What follows belongs to an exercise in optimizing a design on an open flow for small area, a short achievable clock period and few clock cycles per item; a production flow would make more cautious choices. Where RTL was checked, it was by simulation tests only, not by an equivalence proof against the original. Power and IR drop assume default switching activity.

==> inputs of run a <==
==> flow/design.v <==
module chi_md5 (
    input  wire         clk,
    input  wire         rst,           
    input  wire         in_valid,
    output wire         in_ready,
    input  wire         in_first,
    input  wire [511:0] in_block,      
    output reg          out_valid,
    output wire [127:0] out_digest     
);
    localparam [31:0] IV_A = 32'h67452301;
    localparam [31:0] IV_B = 32'hefcdab89;
    localparam [31:0] IV_C = 32'h98badcfe;
    localparam [31:0] IV_D = 32'h10325476;
    localparam [2047:0] K_TAB = {
        32'heb86d391, 32'h2ad7d2bb, 32'hbd3af235, 32'hf7537e82,
        32'h4e0811a1, 32'ha3014314, 32'hfe2ce6e0, 32'h6fa87e4f,
        32'h85845dd1, 32'hffeff47d, 32'h8f0ccc92, 32'h655b59c3,
        32'hfc93a039, 32'hab9423a7, 32'h432aff97, 32'hf4292244,
        32'hc4ac5665, 32'h1fa27cf8, 32'he6db99e5, 32'hd9d4d039,
        32'h04881d05, 32'hd4ef3085, 32'heaa127fa, 32'h289b7ec6,
        32'hbebfbc70, 32'hf6bb4b60, 32'h4bdecfa9, 32'ha4beea44,
        32'hfde5380c, 32'h6d9d6122, 32'h8771f681, 32'hfffa3942,
        32'h8d2a4c8a, 32'h676f02d9, 32'hfcefa3f8, 32'ha9e3e905,
        32'h455a14ed, 32'hf4d50d87, 32'hc33707d6, 32'h21e1cde6,
        32'he7d3fbc8, 32'hd8a1e681, 32'h02441453, 32'hd62f105d,
        32'he9b6c7aa, 32'h265e5a51, 32'hc040b340, 32'hf61e2562,
        32'h49b40821, 32'ha679438e, 32'hfd987193, 32'h6b901122,
        32'h895cd7be, 32'hffff5bb1, 32'h8b44f7af, 32'h698098d8,
        32'hfd469501, 32'ha8304613, 32'h4787c62a, 32'hf57c0faf,
        32'hc1bdceee, 32'h242070db, 32'he8c7b756, 32'hd76aa478
    };
    localparam [31:0] RI_TAB = 32'h56e801bf;
    localparam [255:0] G_TAB = 256'h92b4d6f81a3c5e702fc9630da741eb85c72d83e94fa50b61fedcba9876543210;
    reg  [31:0] b, c, d;           
    reg  [31:0] fu, fv;            
    reg  [31:0] q0, q1, q2, q3;    
    reg  [31:0] t;                 
    reg  [31:0] mw;                
    reg  [5:0]  cnt;               
    reg  [1:0]  ri;                
    reg  [1:0]  rv;                
    reg         run;               
    reg         fin;               
    reg         pend;              
    reg         fst;               
    reg         fcur;              
    reg         ivc;               
    assign out_digest = {q1, q2, q3, q0};
    assign in_ready   = run && (cnt == 6'd62);   
    wire start = pend && !run;                   
    wire [5:0] cnt_nx = run ? ((cnt == 6'd0) ? 6'd0 : cnt + 6'd1) : (start ? 6'd1 : cnt);
    reg  [3:0] gn;                                 
    wire [3:0] g = run ? ((cnt == 6'd0) ? 4'd0 : gn) : {3'b000, start};
    wire [5:0] cnt_nx1 = cnt_nx + 6'd1;
    wire [31:0] kval  = K_TAB[{cnt, 5'b00000} +: 32];
    wire [31:0] mw_nx = in_block[{g, 5'b00000} +: 32];
    wire [31:0] asrc  = run ? d : (fst ? IV_A : (fin ? q1 : q0));
    wire [31:0] t_nx  = asrc + kval + mw;
    wire [31:0] f   = (b & fu) | (~b & fv);
    wire [31:0] sum = f + t;
    reg  [31:0] r1, r2;
    always @(*) begin
        case (ri)
            2'd0:    r1 = {sum[27:0], sum[31:28]};
            2'd1:    r1 = {sum[26:0], sum[31:27]};
            2'd2:    r1 = {sum[25:0], sum[31:26]};
            default: r1 = {sum[24:0], sum[31:25]};
        endcase
        case (rv)
            2'd0:    r2 = r1;
            2'd1:    r2 = {r1[26:0], r1[31:27]};
            2'd2:    r2 = {r1[21:0], r1[31:22]};
            default: r2 = {r1[15:0], r1[31:16]};
        endcase
    end
    wire [31:0] x = b + r2;
    wire        tail = fin || (run && (cnt == 6'd62 || cnt == 6'd63 || cnt == 6'd0));
    reg  [31:0] ivw;
    always @(*) begin
        casez ({fin, cnt[1:0]})
            3'b010:  ivw = IV_A;    
            3'b011:  ivw = IV_D;    
            3'b0??:  ivw = IV_C;    
            default: ivw = IV_B;    
        endcase
    end
    wire [31:0] hop  = fcur ? ivw : q0;
    wire [31:0] hsum = hop + b;
    wire        ld_iv = start && fst;
    wire [31:0] b_nx  = run ? x : (ld_iv ? IV_B : (fin ? hsum : q3));
    wire [31:0] c_nx  = run ? b : (ld_iv ? IV_C : (fin ? q3 : c));
    wire [31:0] d_nx  = run ? c : (ld_iv ? IV_D : (fin ? q2 : d));
    reg  [31:0] fu_nx, fv_nx;
    always @(*) begin
        case (cnt[5:4])
            2'd0:    begin fu_nx = c_nx;            fv_nx = d_nx;            end   
            2'd1:    begin fu_nx = c_nx | d_nx;     fv_nx = c_nx & ~d_nx;    end   
            2'd2:    begin fu_nx = ~(c_nx ^ d_nx);  fv_nx = c_nx ^ d_nx;     end   
            default: begin fu_nx = ~c_nx;           fv_nx = ~(c_nx ^ d_nx);  end   
        endcase
    end
    always @(posedge clk) begin
        ri   <= RI_TAB[{cnt[5:4], cnt[1:0], 1'b0} +: 2];
        rv   <= cnt[1:0];
        t    <= t_nx;
        cnt  <= rst ? 6'd0 : cnt_nx;
        mw   <= mw_nx;
        gn   <= G_TAB[{cnt_nx1, 2'b00} +: 4];
        c    <= c_nx;
        d    <= d_nx;
        fu   <= fu_nx;
        fv   <= fv_nx;
        if (tail) begin
            q0 <= q1;  q1 <= q2;  q2 <= q3;  q3 <= hsum;
        end
        b    <= b_nx;
        if (rst) begin
            run       <= 1'b0;
            fin       <= 1'b0;
            pend      <= 1'b0;
            out_valid <= 1'b0;
            ivc       <= 1'b1;
        end else begin
            out_valid <= fin;
            fin       <= run && (cnt == 6'd0);
            if (run) begin
                if (cnt == 6'd0) run <= 1'b0;
            end else if (start) begin
                run  <= 1'b1;
                pend <= 1'b0;
                fcur <= fst;
            end
            if (in_valid && !pend && (run ? (cnt == 6'd0) : !start)) begin
                pend <= 1'b1;
                fst  <= in_first || ivc;
                ivc  <= 1'b0;
            end
        end
    end
endmodule
==> flow/flow/run.sh <==
#!/bin/bash
set -euo pipefail
export BUFFER_PORTS_ARGS="-buffer_cell sky130_fd_sc_hd__buf_1"
export SETUP_SLACK_MARGIN=8.5
bash standard.sh > standard.log 2>&1
==> flow/standard.sh <==
#!/bin/bash
# synth_recipe.tcl (not shown) runs the flow's synth.tcl, then flattens the netlist and writes it again
# the make line also repeats each setting of config.mk as NAME=value (left out here)
make -C /OpenROAD-flow-scripts/flow DESIGN_CONFIG=/design/flow/config.mk WORK_HOME=/design/flow/orfs CLKGATE_MAP_FILE= SYNTH_SCRIPT=/design/flow/synth_recipe.tcl "${@:-finish}"
==> flow/config.mk <==
export PLATFORM = sky130hd
export DESIGN_NAME = chi_md5
export DESIGN_NICKNAME = chi_md5
export VERILOG_FILES = /design/flow/design.v
export SDC_FILE = /design/flow/constraint.sdc
export NUM_CORES = 4
export LEC_CHECK = 0
export ABC_AREA = 1
export CAP_MARGIN = 20
export CORE_MARGIN = 2
export CORE_UTILIZATION = 40
export SLEW_MARGIN = 20
export TNS_END_PERCENT = 0
==> flow/constraint.sdc <==
create_clock -name core_clock -period 13.0 [get_ports {clk}]
set_input_delay 2.6000 -clock core_clock [delete_from_list [all_inputs] [get_ports {clk}]]
set_output_delay 2.6000 -clock core_clock [all_outputs]
set_load 0.01 [all_outputs]
==> run b: changes against run a <==
--- a/flow/design.v
+++ b/flow/design.v
@@ -50,11 +50,18 @@
     assign in_ready   = run && (cnt == 6'd62);   
     wire start = pend && !run;                   
     wire [5:0] cnt_nx = run ? ((cnt == 6'd0) ? 6'd0 : cnt + 6'd1) : (start ? 6'd1 : cnt);
-    reg  [3:0] gn;                                 
-    wire [3:0] g = run ? ((cnt == 6'd0) ? 4'd0 : gn) : {3'b000, start};
+    reg  [15:0] gh;                                
+    wire        gx = run && (cnt != 6'd0);
+    wire [15:0] gsel = ({16{gx}} & gh) | {14'd0, !run && start, !gx && !(!run && start)};
+    reg  [31:0] mw_nx;
+    integer j;
+    always @(*) begin
+        mw_nx = 32'd0;
+        for (j = 0; j < 16; j = j + 1)
+            mw_nx = mw_nx | (in_block[32*j +: 32] & {32{gsel[j]}});
+    end
     wire [5:0] cnt_nx1 = cnt_nx + 6'd1;
     wire [31:0] kval  = K_TAB[{cnt, 5'b00000} +: 32];
-    wire [31:0] mw_nx = in_block[{g, 5'b00000} +: 32];
     wire [31:0] asrc  = run ? d : (fst ? IV_A : (fin ? q1 : q0));
     wire [31:0] t_nx  = asrc + kval + mw;
     wire [31:0] f   = (b & fu) | (~b & fv);
@@ -106,7 +113,7 @@
         t    <= t_nx;
         cnt  <= rst ? 6'd0 : cnt_nx;
         mw   <= mw_nx;
-        gn   <= G_TAB[{cnt_nx1, 2'b00} +: 4];
+        gh   <= 16'd1 << G_TAB[{cnt_nx1, 2'b00} +: 4];
         c    <= c_nx;
         d    <= d_nx;
         fu   <= fu_nx;
==> flow/flow/run.sh (replaced) <==
#!/bin/bash
set -euo pipefail
export BUFFER_PORTS_ARGS="-buffer_cell sky130_fd_sc_hd__buf_1"
export SETUP_SLACK_MARGIN=9
bash standard.sh > standard.log 2>&1
- TNS_END_PERCENT: 0 -> 5
==> run c: changes against run a <==
==> flow/flow/run.sh (replaced) <==
#!/bin/bash
set -euo pipefail
export BUFFER_PORTS_ARGS="-buffer_cell sky130_fd_sc_hd__buf_1"
export SETUP_SLACK_MARGIN=9.5
bash standard.sh > standard.log 2>&1
- TNS_END_PERCENT: 0 -> unset
==> run d: changes against run a <==
==> flow/design.v (replaced) <==
module chi_md5 (
    input  wire         clk,
    input  wire         rst,           
    input  wire         in_valid,
    output wire         in_ready,
    input  wire         in_first,
    input  wire [511:0] in_block,      
    output reg          out_valid,
    output wire [127:0] out_digest     
);
    localparam [31:0] IV_A = 32'h67452301;
    localparam [31:0] IV_B = 32'hefcdab89;
    localparam [31:0] IV_C = 32'h98badcfe;
    localparam [31:0] IV_D = 32'h10325476;
    localparam [2047:0] K_TAB = {
        32'heb86d391, 32'h2ad7d2bb, 32'hbd3af235, 32'hf7537e82,
        32'h4e0811a1, 32'ha3014314, 32'hfe2ce6e0, 32'h6fa87e4f,
        32'h85845dd1, 32'hffeff47d, 32'h8f0ccc92, 32'h655b59c3,
        32'hfc93a039, 32'hab9423a7, 32'h432aff97, 32'hf4292244,
        32'hc4ac5665, 32'h1fa27cf8, 32'he6db99e5, 32'hd9d4d039,
        32'h04881d05, 32'hd4ef3085, 32'heaa127fa, 32'h289b7ec6,
        32'hbebfbc70, 32'hf6bb4b60, 32'h4bdecfa9, 32'ha4beea44,
        32'hfde5380c, 32'h6d9d6122, 32'h8771f681, 32'hfffa3942,
        32'h8d2a4c8a, 32'h676f02d9, 32'hfcefa3f8, 32'ha9e3e905,
        32'h455a14ed, 32'hf4d50d87, 32'hc33707d6, 32'h21e1cde6,
        32'he7d3fbc8, 32'hd8a1e681, 32'h02441453, 32'hd62f105d,
        32'he9b6c7aa, 32'h265e5a51, 32'hc040b340, 32'hf61e2562,
        32'h49b40821, 32'ha679438e, 32'hfd987193, 32'h6b901122,
        32'h895cd7be, 32'hffff5bb1, 32'h8b44f7af, 32'h698098d8,
        32'hfd469501, 32'ha8304613, 32'h4787c62a, 32'hf57c0faf,
        32'hc1bdceee, 32'h242070db, 32'he8c7b756, 32'hd76aa478
    };
    localparam [79:0] R_TAB = {
        5'd21, 5'd15, 5'd10, 5'd6, 5'd23, 5'd16, 5'd11, 5'd4, 5'd20, 5'd14, 5'd9, 5'd5, 5'd22, 5'd17, 5'd12, 5'd7
    };
    reg  [31:0] a, b, c, d;        
    reg  [31:0] q0, q1, q2, q3;    
    reg  [31:0] t;                 
    reg  [5:0]  cnt;               
    reg  [4:0]  srot;              
    reg  [1:0]  sfun;              
    reg         run;               
    reg         fin;               
    reg         fst;               
    reg         ivc;               
    assign out_digest = {q1, q2, q3, q0};
    wire start  = in_valid && !run;            
    wire ivld   = start && (in_first || ivc);  
    assign in_ready = run && (cnt == 6'd63);   
    reg  [3:0] g;
    always @(*) begin
        case (cnt[5:4])
            2'd0: g = cnt[3:0];
            2'd1: g = 4'd1 + {cnt[3:0], 2'b00} + cnt[3:0];
            2'd2: g = 4'd5 + {cnt[3:0], 1'b0} + cnt[3:0];
            default: g = {cnt[3:0], 3'b000} - cnt[3:0];
        endcase
    end
    wire [31:0] kval = K_TAB[{cnt, 5'b00000} +: 32];
    wire [31:0] mw   = in_block[{g, 5'b00000} +: 32];
    wire [31:0] asrc = run ? d : (ivld ? IV_A : (fin ? q1 : q0));
    wire [31:0] ak   = asrc + kval;
    wire [31:0] t_nx = ak + mw;
    reg  [31:0] f;
    always @(*) begin
        case (sfun)
            2'd0:    f = (b & c) | (~b & d);
            2'd1:    f = (d & b) | (~d & c);
            2'd2:    f = b ^ c ^ d;
            default: f = c ^ (b | ~d);
        endcase
    end
    wire [31:0] sum  = f + t;
    wire [63:0] sum2 = {sum, sum} << srot;
    wire [31:0] x    = b + sum2[63:32];
    wire        tail = fin || (run && (cnt == 6'd62 || cnt == 6'd63 || cnt == 6'd0));
    reg  [31:0] ivw;
    always @(*) begin
        casez ({fin, cnt[1:0]})
            3'b010:  ivw = IV_A;    
            3'b011:  ivw = IV_D;    
            3'b0??:  ivw = IV_C;    
            default: ivw = IV_B;    
        endcase
    end
    wire [31:0] hop  = fst ? ivw : q0;
    wire [31:0] hsum = hop + b;
    always @(posedge clk) begin
        srot <= R_TAB[7'd5 * {cnt[5:4], cnt[1:0]} +: 5];
        sfun <= cnt[5:4];
        t    <= t_nx;
        if (tail) begin
            q0 <= q1;  q1 <= q2;  q2 <= q3;  q3 <= hsum;
        end
        if (run) begin
            a <= d;  b <= x;  c <= b;  d <= c;
        end else if (ivld) begin
            a <= IV_A;  b <= IV_B;  c <= IV_C;  d <= IV_D;
        end else if (fin) begin
            a <= q1;  b <= hsum;  c <= q3;  d <= q2;
        end
        if (rst) begin
            run       <= 1'b0;
            fin       <= 1'b0;
            out_valid <= 1'b0;
            ivc       <= 1'b1;
            cnt       <= 6'd0;
        end else begin
            out_valid <= fin;
            fin       <= run && (cnt == 6'd0);
            if (run) begin
                cnt <= cnt + 6'd1;
                if (cnt == 6'd0) run <= 1'b0;
                if (cnt == 6'd0) cnt <= 6'd0;
            end else if (start) begin
                run <= 1'b1;
                cnt <= 6'd1;
                fst <= in_first || ivc;
                ivc <= 1'b0;
            end
        end
    end
endmodule
==> flow/run.sh (new file) <==
#!/bin/bash
# synth_recipe.tcl (not shown) runs the flow's synth.tcl, then flattens the netlist and writes it again
# the make line also repeats each setting of config.mk as NAME=value (left out here)
make -C /OpenROAD-flow-scripts/flow DESIGN_CONFIG=/design/flow/config.mk WORK_HOME=/design/flow/orfs CLKGATE_MAP_FILE= SYNTH_SCRIPT=/design/flow/synth_recipe.tcl finish
- ABC_AREA: 1 -> unset
- TNS_END_PERCENT: 0 -> unset
removed: flow/flow/run.sh
removed: flow/standard.sh
==> results by group <==
Outcome
  – Outcome: no timing/DRC/antenna violations

Power and ir drop
  – Max IR drop VDD: 0.2233 mV

Clocking
  – Num CTS Buffers: 45
  – Number of H-tree levels: 2
  – Worst-path clk slew: 0.06 ns

Floorplan
  – Tapcell Cnt: 978

Critical path
  – FF-to-FF Start: b[0]$_DFF_P_

Cells and area
  – Most common cell after layout, fill and taps aside: nand2_1
  – Most frequent cells in the layout: nand2_1, buf_1, inv_1

Global routing
  – Largest net degree at the start of global routing: 72
# the run above: run b

==> results by group <==
Cells and area
  – Most common cell after layout, fill and taps aside: clkdlybuf4s50_1
  – Most frequent cells in the layout: clkdlybuf4s50_1, nand2_1, a21oi_1

Critical path
  – WP buf/inv: 1
  – FF-to-FF Start: sfun[0]$_DFF_P_
  – Crit. End Element: flop

Outcome
  – Outcome: no timing/DRC/antenna violations

Clocking
  – CTS Root Cell: clkbuf_16
  – Num CTS Buffers: 31
  – Number of H-tree levels: 1
  – Worst-path clk slew: 0.07 ns

Power and ir drop
  – Max IR drop VDD: 0.1984 mV

Global routing
  – Largest net degree at the start of global routing: 142
# the run above: run d

==> results by group <==
Floorplan
  – Tapcell Cnt: 1060

Global routing
  – Largest net degree at the start of global routing: 188

Clocking
  – Worst-path clk slew: 0.06 ns
  – Num CTS Buffers: 44
  – Number of H-tree levels: 2

Cells and area
  – Most common cell after layout, fill and taps aside: nand2_1
  – Most frequent cells in the layout: nand2_1, buf_1, inv_1

Outcome
  – Outcome: no timing/DRC/antenna violations

Power and ir drop
  – Power share of the clock group: 0.102
  – Max IR drop VDD: 0.2975 mV
  – Static Leak: 16.91 nW
# the run above: run a

==> results by group <==
Cells and area
  – Most common cell after layout, fill and taps aside: nand2_1
  – Most frequent cells in the layout: nand2_1, inv_1, buf_1

Floorplan
  – Tapcell Cnt: 1060

Clocking
  – Worst-path clk slew: 0.06 ns
  – Number of H-tree levels: 2
  – Num CTS Buffers: 43

Power and ir drop
  – Max IR drop VDD: 0.3218 mV

Outcome
  – Outcome: no timing/DRC/antenna violations

Critical path
  – FF-to-FF Start: ri[1]$_DFF_P_

Global routing
  – Largest net degree at the start of global routing: 101
# the run above: run c

Testbench counts of run a, summed over its fixed seeds: cycles 219,066, blocks 3,370.
Testbench counts of run c, summed over its fixed seeds: cycles 219,066, blocks 3,370.
Testbench counts of run d, summed over its fixed seeds: cycles 219,058, blocks 3,370.
For run b, only the layout was checked, not whether the RTL still works.

==> afterwards: timing with drivers on the ports <==
In the flow no input, the clock included, has a driving cell. The finished layouts below were timed again as built, in two steps. Step 1, drivers: a clkbuf_16 drives clk and a buf_2 each remaining input, both assumed. Step 2 also shifts input and output timing later by t, the mid clock arrival at the registers, as if the neighbouring blocks saw the same clock. Slacks: ideal ports / drivers / drivers and shift; pairs: ideal ports / drivers.
run	t, ns	setup slack, ns	cell pins on the clock port's net
run a	0.663	8.119 / 8.119 / 8.119	1
run b	0.672	7.945 / 7.945 / 7.945	1
run c	0.659	8.172 / 8.172 / 8.172	1
run d	0.659	3.485 / 3.485 / 3.485	1
After both steps setup and hold are still met in every run listed.
